Background: an optimization exercise with open tools, aiming at small area, a short achievable clock period and few clock cycles. Do not read the settings as production practice.
Only simulation tests tie the RTL to the original design; equivalence was not proved.

--- design/flow/design.v ---
module rle_export (
    input  wire        clk,
    input  wire        rst,         
    input  wire        start,
    input  wire [15:0] cfg_w,
    input  wire [15:0] cfg_h,
    input  wire [15:0] cfg_tilew,
    input  wire [4:0]  cfg_levels,
    input  wire        cfg_invert,
    output wire        busy,
    output wire        done,
    output reg  [7:0]  errcode,
    input  wire        pix_valid,
    output wire        pix_ready,
    input  wire [23:0] pix_rgb,
    output reg         out_valid,
    input  wire        out_ready,
    output reg  [7:0]  out_byte,
    output reg         out_last
);
    localparam [1:0] S_IDLE = 2'd0,
                     S_RUN  = 2'd1,
                     S_FIN  = 2'd2;
    reg [1:0] state;
    assign busy = (state == S_RUN);
    assign done = (state == S_FIN);
    reg [15:0] w_q, h_q, tilew_q;
    reg [4:0]  levels_q;
    reg        invert_q;
    reg        in_active;
    reg [15:0] in_x, in_y, in_cend;
    wire in_last_col   = (in_x + 16'd1 == w_q);
    wire in_last_chunk = (in_x + 16'd1 == in_cend);
    wire in_last_frame = in_last_col && (in_y + 16'd1 == h_q);
    wire [16:0] next_cend = {1'b0, in_cend} + {1'b0, tilew_q};
    reg        flush_pending;    
    wire       slot_free = !out_valid || out_ready;
    wire       adv       = slot_free && !flush_pending;
    assign pix_ready = busy && in_active && adv;
    wire   pix_take  = pix_valid && pix_ready;
    reg        s1_valid;
    reg [23:0] s1_rgb;
    reg        s1_eoc, s1_eof;    
    wire [9:0]  q_sum   = {2'b00, s1_rgb[23:16]} + {2'b00, s1_rgb[15:8]} + {2'b00, s1_rgb[7:0]};
    wire [7:0]  q_inten = (q_sum + 10'd1) / 10'd3;
    wire [3:0]  q_lm1   = levels_q[3:0] - 4'd1;      
    wire [12:0] q_num   = {q_inten, 1'b0} * q_lm1 + 13'd255;
    wire [3:0]  q_level = q_num / 13'd510;
    wire [3:0]  q_lvl2  = invert_q ? (q_lm1 - q_level) : q_level;
    wire [8:0]  q_rnum  = q_lvl2 * 9'd30 + q_lm1;
    wire [3:0]  q_nib   = q_rnum / {q_lm1, 1'b0};
    reg        s2_valid;
    reg [3:0]  s2_nib;
    reg        s2_eoc, s2_eof;
    reg        run_open;
    reg [3:0]  run_val;
    reg [4:0]  run_len;          
    reg        run_eof;          
    wire       run_extend = run_open && (s2_nib == run_val) && (run_len != 5'd16);
    wire [4:0] run_len_p1 = run_len + 5'd1;
    wire cfg_bad_levels = (cfg_levels < 5'd2) || (cfg_levels > 5'd16);
    wire cfg_bad_tile   = (cfg_tilew == 16'd0);
    wire cfg_empty      = (cfg_w == 16'd0) || (cfg_h == 16'd0);
    always @(posedge clk) begin
        if (rst) begin
            state         <= S_IDLE;
            errcode       <= 8'h00;
            in_active     <= 1'b0;
            s1_valid      <= 1'b0;
            s2_valid      <= 1'b0;
            run_open      <= 1'b0;
            flush_pending <= 1'b0;
            out_valid     <= 1'b0;
            out_last      <= 1'b0;
        end else begin
            case (state)
                S_IDLE, S_FIN: begin
                    state <= S_IDLE;
                    if (start) begin
                        w_q      <= cfg_w;
                        h_q      <= cfg_h;
                        tilew_q  <= cfg_tilew;
                        levels_q <= cfg_levels;
                        invert_q <= cfg_invert;
                        in_x     <= 16'd0;
                        in_y     <= 16'd0;
                        in_cend  <= (cfg_tilew < cfg_w) ? cfg_tilew : cfg_w;
                        if (cfg_bad_levels) begin
                            errcode <= 8'h11;
                            state   <= S_FIN;
                        end else if (cfg_bad_tile) begin
                            errcode <= 8'h21;
                            state   <= S_FIN;
                        end else if (cfg_empty) begin
                            errcode <= 8'h00;
                            state   <= S_FIN;
                        end else begin
                            errcode   <= 8'h00;
                            in_active <= 1'b1;
                            state     <= S_RUN;
                        end
                    end
                end
                S_RUN: begin
                    if (out_valid && out_ready && out_last)
                        state <= S_FIN;
                end
                default: state <= S_IDLE;
            endcase
            if (pix_take) begin
                if (in_last_frame) begin
                    in_active <= 1'b0;
                end else if (in_last_col) begin
                    in_x    <= 16'd0;
                    in_y    <= in_y + 16'd1;
                    in_cend <= (tilew_q < w_q) ? tilew_q : w_q;
                end else begin
                    in_x <= in_x + 16'd1;
                    if (in_last_chunk)
                        in_cend <= (next_cend < {1'b0, w_q}) ? next_cend[15:0] : w_q;
                end
            end
            if (out_valid && out_ready)
                out_valid <= 1'b0;
            if (slot_free && flush_pending) begin
                out_valid     <= 1'b1;
                out_byte      <= {run_len[3:0] - 4'd1, run_val};
                out_last      <= run_eof;
                run_open      <= 1'b0;
                flush_pending <= 1'b0;
            end else if (adv) begin
                s1_valid <= pix_take;
                if (pix_take) begin
                    s1_rgb <= pix_rgb;
                    s1_eoc <= in_last_chunk || in_last_col;
                    s1_eof <= in_last_frame;
                end
                s2_valid <= s1_valid;
                if (s1_valid) begin
                    s2_nib <= q_nib;
                    s2_eoc <= s1_eoc;
                    s2_eof <= s1_eof;
                end
                if (s2_valid) begin
                    if (run_extend) begin
                        run_len <= run_len_p1;
                        if (s2_eoc) begin
                            out_valid <= 1'b1;
                            out_byte  <= {run_len[3:0], run_val};    
                            out_last  <= s2_eof;
                            run_open  <= 1'b0;
                        end
                    end else begin
                        if (run_open) begin
                            out_valid <= 1'b1;
                            out_byte  <= {run_len[3:0] - 4'd1, run_val};
                            out_last  <= 1'b0;
                        end
                        run_open <= 1'b1;
                        run_val  <= s2_nib;
                        run_len  <= 5'd1;
                        run_eof  <= s2_eof;
                        if (s2_eoc) begin
                            if (run_open) begin
                                flush_pending <= 1'b1;
                            end else begin
                                out_valid <= 1'b1;
                                out_byte  <= {4'd0, s2_nib};
                                out_last  <= s2_eof;
                                run_open  <= 1'b0;
                            end
                        end
                    end
                end
            end
        end
    end
endmodule
--- design/flow/run.sh ---
#!/bin/bash
# synth_recipe.tcl (not shown) runs the flow's synth.tcl, then flattens the netlist and writes it again
# the make line also repeats each setting of config.mk as NAME=value (left out here)
make -C /OpenROAD-flow-scripts/flow DESIGN_CONFIG=/design/flow/config.mk WORK_HOME=/design/flow/orfs CLKGATE_MAP_FILE= SYNTH_SCRIPT=/design/flow/synth_recipe.tcl finish
--- design/flow/config.mk ---
export PLATFORM = sky130hd
export DESIGN_NAME = rle_export
export DESIGN_NICKNAME = rle_export
export VERILOG_FILES = /design/flow/design.v
export SDC_FILE = /design/flow/constraint.sdc
export NUM_CORES = 4
export LEC_CHECK = 0
export CAP_MARGIN = 20
export CORE_MARGIN = 2
export CORE_UTILIZATION = 40
export PLACE_DENSITY = 0.6
export SLEW_MARGIN = 20
--- design/flow/constraint.sdc ---
create_clock -name core_clock -period 23.0 [get_ports {clk}]
set_input_delay 4.6000 -clock core_clock [delete_from_list [all_inputs] [get_ports {clk}]]
set_output_delay 4.6000 -clock core_clock [all_outputs]
set_load 0.01 [all_outputs]
==> summary.txt <==
Post-route worst setup slack = 0.759 ns
Post-route clock skew = 0.0130 ns
Routed vias/inst = 5.61
DR DRC count = 0
Tmin final = 22.24 ns
Sink Count = 163
Sequential cell area = 4770 µm²
GP Congestion = 0.903
Die width = 198 µm
Startpoint types = flip-flop
TritonCTS clock tree = yes
R2R cell count = 108
Async S/R FF share, synth = 0
DRT iter0 DRCs = 645
Fmax = 0.0450 GHz
Final setup fails = 0
Clock slew at reported path FFs = 0.07 ns
CTS Hold Bufs = 0
Unrepaired setup endpoints after global routing = yes
Bufs on Longest Clock Path = 2
Final slew viol count = 0
Worst Path Class, Setup = reg2reg
Yosys top cell by area = edfxtp_1
Largest net degree at the start of global routing = 54
Synthesized cell area = 15,000 µm²
Total Wirelength = 40.5 mm
# Max-Cap Violations = 0
Min-Delay Path Class = reg2reg
Rows = 71
Share of the synthesized area in the top cell type = 0.301
CP max stage delay = 0.62 ns
Sequential-to-total area share from yosys stat = 0.317
Area delta synth->final = 24.5%
Total track usage = 0.204
Crit-path max FO = 7
First-pass GRT wire length = 64.1 mm
Post-route ant nets = 0
# fillers = 3,414
Hold_sp = s1_eoc
Vias in the first global route = 12,700
Worst-Margin Slew = 1.23 ns
Slew headroom = 0.174
Worst R2R End = s2_nib[0]
Worst Setup End Kind = flip-flop
Ant. Diodes = 0
CTS root buf = clkbuf_16
Die ar. = 39,200 µm²
Avg Inst Size Synth = 9.24 µm²
Layout cells sized above 1 = 0.189
Hold Path Depth = 0
CP most frequent cell = o21a_1
Flop2flop setup slack = 0.76 ns
DP Area = 16,900 µm²
Initial Utilization = 0.403
WHS Endpoint = s2_eoc
Worst Path Required = 23.19 ns
Die height = 198 µm
Vias = 12,900
Synth area leaders = edfxtp_1, ha_1, xnor2_1
Floorplan Core Area = 37,300 µm²
IO Port Bufs = 98
Final Hold Viols = 0
Post-synth EDFFs = 151
RR Startpoint = s1_rgb[17]
Final instance area = 18,700 µm²
Final period util = 0.967
Synth warn = 1
Syn Inst Count = 1,628
Clock latency (worst-skew pair) = 0.44 ns
DP HPWL = 30.4 mm
Pre-antenna DRT Iters = 5
# nets final = 2,064
IO Pins = 104
Slowest-stage cell, CP = fa_1
Setup WS pre-CTS = -0.455 ns
Synth Register Bits = 163
Unique masters post-synth = 97
Multi-input combinational cell area = 10,600 µm²
Grt total ovfl = 0
CP Data Arrival Time = 22.43 ns
Cts bufs inserted = 17
Initial antenna violation count = 1
Status = timing/DRC/antenna clean
Top_reg_cell synth = edfxtp_1
H-tree depth = 4
Routed WL per cell = 17.7 µm
==> cells in the final DEF (no fill, tap or decap), drive strengths merged, types with 6 or more instances in the layout <==
master	n
a211oi	7
a21o	44
a21oi	87
a22o	9
a22oi	11
a31oi	8
and2	9
and3	21
buf	110
clkbuf	19
clkdlybuf4s50	98
dfxtp	12
edfxtp	151
fa	28
ha	145
inv	117
mux2	21
mux2i	30
nand2	142
nand2b	26
nand3	39
nand4	19
nor2	101
nor2b	19
nor3	52
nor4	29
o211ai	19
o21a	22
o21ai	122
o21bai	15
o22ai	23
o31ai	8
or2	12
or3	6
xnor2	105
xor2	50
==> worst max-delay path by stage <==
stage,from,to,slack [ns],depth (start not counted)
6_report,s1_rgb[17],s2_nib[0],0.76,108
5_1_grt,s1_rgb[0],s2_nib[0],-0.41,114
4_1_cts,s1_rgb[1],s2_nib[0],0.007,112
3_5_place_dp,s1_rgb[1],s2_nib[0],-0.46,106
3_3_place_gp,s1_rgb[1],s2_nib[0],0.22,107
2_1_floorplan,s1_rgb[1],s2_nib[0],0.36,113
==> worst max-delay path, delay by kind of cell (launching register included) <==
family | cells | cell delay (ns)
mux | 3 | 0.87
simple gates | 28 | 4.24
compound gates | 43 | 7.80
buf+inv | 10 | 1.17
fa+ha+maj | 19 | 6.52
xor+xnor | 5 | 0.94
flops | 1 | 0.40
==> sequential cells by signal, summed over array words and instances, names as in the netlist, 3 cells and up, named ones only <==
signal    flops
in_cend      16
s2_nib        4
tilew_q      16
w_q          16
out_byte      3
run_val       4
run_len       5
errcode       3
s1_rgb       24
in_y         16
in_x         16
h_q          16
levels_q      4
==> what timing repair did <==
action	in CTS	in global routing
pin swaps	7	114
buffers inserted	7	46
resized for setup	25	169
endpoints found under the setup margin	1	2
==> layer usage <==
layer / part of all wire / GRT usage / vias to the layer above
met4: 0.025 / 0.0674 / 2
met1: 0.46 / 0.265 / 6157
li1: - / - / 6318
met3: 0.041 / 0.0317 / 83
met2: 0.48 / 0.347 / 315
met5: 0.00032 / 0 / -
==> layout make-up <==
class,count,share of cell area
clock buffer,19,0.0242
timing repair buffer,208,0.0972
multi-input combinational,1307,0.564
clock inverter,13,0.00621
sequential,163,0.255
inverter,111,0.0222
tap,474,0.0317
==> through the flow <==
| stage | hold WS [ns] | instances | utilization | TNS [ns] |
|---|---|---|---|---|
| CTS | 0.421 | 2250 | 0.471 | 0 |
| finish | 0.419 | 2295 | 0.502 | 0 |
| global placement | 0.405 | 2211 | 0.452 | 0 |
| global route | 0.438 | 2295 | 0.502 | -0.413 |
| detailed placement | 0.406 | 2211 | 0.452 | -0.455 |
| floorplan | 0.400 | 1632 | - | 0 |
==> logic make-up (layout without fill, tap and decap cells) <==
kind of cell / count (synthesis) / count (layout) / share of synthesized area
XOR/XNOR: 155 / 155 / 0.0907
adder cells (fa/ha/maj): 175 / 175 / 0.159
AND/OR/NAND/NOR: 495 / 495 / 0.162
AO/OA/AOI/OAI: 426 / 426 / 0.191
multiplexers: 51 / 51 / 0.0357
other: 1 / 5 / 0.000249
buffers and inverters: 162 / 351 / 0.0433
flip-flops: 163 / 163 / 0.317
==> synth_stat cells, types with 10 or more instances <==
master and instances:
mux2_2 21, xor2_1 49, and3_1 21, inv_1 108
o21a_1 22, edfxtp_1 151, xnor2_1 105, o21ai_0 113
nor2_1 99, o21bai_1 15, nor2b_1 19, mux2i_1 30
ha_1 145, fa_1 28, dfxtp_1 12, or2_2 10
a22oi_1 10, clkbuf_1 36, o22ai_1 23, a21o_1 44
a21oi_1 85, o211ai_1 17, nand2_1 142, nor3_1 52
nand2b_1 25, nand3_1 39, nor4_1 28, nand4_1 19
Testbench counts, summed over its fixed seeds: cycles 64,471.

static timing again, ports no longer ideal:
In the flow no input, the clock included, has a driving cell. The finished layout below was timed again as built, in two steps.
Step 1 (the two cells are an assumption about what drives the block):
set clk [get_ports {clk}]
set_driving_cell -lib_cell sky130_fd_sc_hd__clkbuf_16 $clk
set_driving_cell -lib_cell sky130_fd_sc_hd__buf_2 [delete_from_list [all_inputs] $clk]
Step 2 adds t to the input delays and takes it off the output delays; t is the mean of the earliest and latest rising clock arrival at the registers after step 1. Input paths then give back, and output paths get back, about the clock's delay inside the block.
a / b / c = ideal ports / drivers / drivers and shift; a / b = the first two.
t, ns: 0.489
setup slack, ns: 0.759 / 0.759 / 0.759
clock arrival spread, ns: 0.015 / 0.015
After both steps setup and hold are still met in this run. The setup slack of this run moves by 0.000 ns with the drivers and by 0.000 ns with both steps.
